Background: an optimization exercise with open tools, aiming at small area. Do not read the settings as production practice.
Only simulation tests tie the RTL to the original design; equivalence was not proved.
Power figures rest on the tool's default switching activity, not on a simulated workload.

Design crc8u, start of the top module:
module crc8u (
  input  wire       clk,
  input  wire       rst,
  input  wire [1:0] op,
  input  wire [7:0] din,
  output reg  [7:0] crc,     
  output wire       zero,    
  output wire       eq       
);
  wire [7:0] x, nv, f, nxt;
  wire upd, hold;
  crc8u_andn u_upd  (.a(op[1]), .bn(rst), .y(upd));
  crc8u_nor3 u_hold (.a(op[1]), .b(op[0]), .c(rst), .y(hold));
  genvar i;
  generate
    for (i = 0; i < 8; i = i + 1) begin : g_bit
      crc8u_xor2  u_x   (.a(crc[i]), .b(din[i]), .y(x[i]));
      crc8u_mux2i u_v   (.s(op[0]), .a0(x[i]), .a1(din[i]), .y(nv[i]));
      crc8u_a22o  u_nxt (.a1(upd), .a2(f[i]), .b1(hold), .b2(crc[i]), .y(nxt[i]));
    end
  endgenerate
  wire t0;
  crc8u_xor2 u_t0 (.a(nv[4]), .b(nv[7]), .y(t0));
  wire t1;
  crc8u_xor2 u_t1 (.a(nv[1]), .b(nv[2]), .y(t1));
  wire t2;
  crc8u_xor2 u_t2 (.a(t0), .b(t1), .y(t2));
  wire t3;
  crc8u_xnor2 u_t3 (.a(nv[0]), .b(t2), .y(t3));
  wire t4;
  crc8u_xor2 u_t4 (.a(nv[6]), .b(t3), .y(t4));
  wire t5;
  crc8u_xor2 u_t5 (.a(nv[4]), .b(t4), .y(t5));
  wire t6;
  crc8u_xnor2 u_t6 (.a(nv[5]), .b(t5), .y(t6));
  wire t7;
  crc8u_xor2 u_t7 (.a(nv[3]), .b(t5), .y(t7));
  wire t8;
  crc8u_xor2 u_t8 (.a(nv[0]), .b(t7), .y(t8));
  wire t9;
  crc8u_xnor2 u_t9 (.a(nv[1]), .b(t6), .y(t9));
  wire t10;
  crc8u_xor2 u_t10 (.a(nv[7]), .b(t4), .y(t10));
  wire t11;
  crc8u_xor2 u_t11 (.a(nv[2]), .b(t7), .y(t11));
  wire t12;
  crc8u_xor2 u_t12 (.a(nv[6]), .b(t8), .y(t12));
  wire t13;
  crc8u_xor2 u_t13 (.a(nv[5]), .b(t12), .y(t13));
  assign f[0] = t11;
  assign f[1] = t2;
  assign f[2] = t6;
  assign f[3] = t8;
  assign f[4] = t10;
  assign f[5] = t13;
  assign f[6] = t3;
  assign f[7] = t9;
  always @(posedge clk)
    crc <= nxt;
  wire zl, zh, el, eh;
  crc8u_nor4 u_zl (.a(crc[0]), .b(crc[1]), .c(crc[2]), .d(crc[3]), .y(zl));
  crc8u_nor4 u_zh (.a(crc[4]), .b(crc[5]), .c(crc[6]), .d(crc[7]), .y(zh));
  crc8u_and2 u_z  (.a(zl), .b(zh), .y(zero));
  crc8u_nor4 u_el (.a(x[0]), .b(x[1]), .c(x[2]), .d(x[3]), .y(el));
  crc8u_nor4 u_eh (.a(x[4]), .b(x[5]), .c(x[6]), .d(x[7]), .y(eh));
  crc8u_and2 u_e  (.a(el), .b(eh), .y(eq));
endmodule
For scale: roughly 590 µm² of cells after synthesis.
Settings: LEC_CHECK=0, CAP_MARGIN=20, CORE_AREA=10 10 110 110, DIE_AREA=0 0 120 120, SLEW_MARGIN=20, SYNTH_HIERARCHICAL=1, SYNTH_MINIMUM_KEEP_SIZE=0; clock period 10.0 ns.
standard.sh (not shown) runs the stock make flow with config.mk's settings and CLKGATE_MAP_FILE= SYNTH_SCRIPT=/design/flow/synth_recipe.tcl, a recipe that flattens the netlist after the stock synthesis.
==> flow/flow/run.sh <==
#!/bin/bash
set -e
bash standard.sh > standard.log 2>&1
The baseline produced a clean layout.
Then changed:
==> flow/flow/run.sh (replaced) <==
#!/bin/bash
set -euo pipefail
bash standard.sh ABC_LOAD_IN_FF=0.5 \
  'BUFFER_PORTS_ARGS=-buffer_cell sky130_fd_sc_hd__buf_1' \
  finish > standard.log 2>&1
CTS_BUF_LIST = sky130_fd_sc_hd__clkbuf_2   (was unset)
CTS_CLUSTER_SIZE = 8   (was unset)
Effect: Final cell count increases by 0.47%. Total power decreases by 17%. Sequential share of layout area increases by 3.8 points. Routed wire length decreases by 8.1%. Flip-flop and latch count does not change. Global-route usage decreases by 0.15 points. Critical path depth increases by 7.
Then changed:
CTS_CLUSTER_DIAMETER = 200   (was unset)
The changed run finished with timing, DRC and antenna clean.
Hold slack is unchanged.
Fmax is unchanged.
Die area stays the same.
Utilization is unchanged.
Via count stays the same.
Area after synthesis does not change.
Sequential power stays flat.

-- port drivers added, routing unchanged --
How much do the figures lean on ideal ports? The routed layouts below were timed once more, with nothing changed but the port constraints.
Step 1: set_driving_cell puts a clkbuf_16 on clk and a buf_2 on each other input, an assumption about the parent block.
Step 2 moves the port delays by t, midway between the first and last clock arrival at a register: inputs arrive t later, outputs are due t later. That takes back most of the time a late clock gives input paths.
Three values: ideal ports, drivers, drivers and shift; two values: the first two.
| run | t, ns | slack for setup (ns) | worst setup path at the end | latest minus earliest clock arrival (ns) | worst register clock-pin slew, ns |
|---|---|---|---|---|---|
| the first run | 0.252 | 4.328 / 4.295 / 4.295 | input to output | 0.001 / 0.000 | 0.04 / 0.04 |
| the second run | 0.261 | 4.953 / 4.955 / 4.694 | input to register | 0.009 / 0.008 | 0.08 / 0.08 |
| the third run | 0.261 | 4.953 / 4.955 / 4.694 | input to register | 0.009 / 0.008 | 0.08 / 0.08 |
After both steps setup and hold are still met in every run listed.
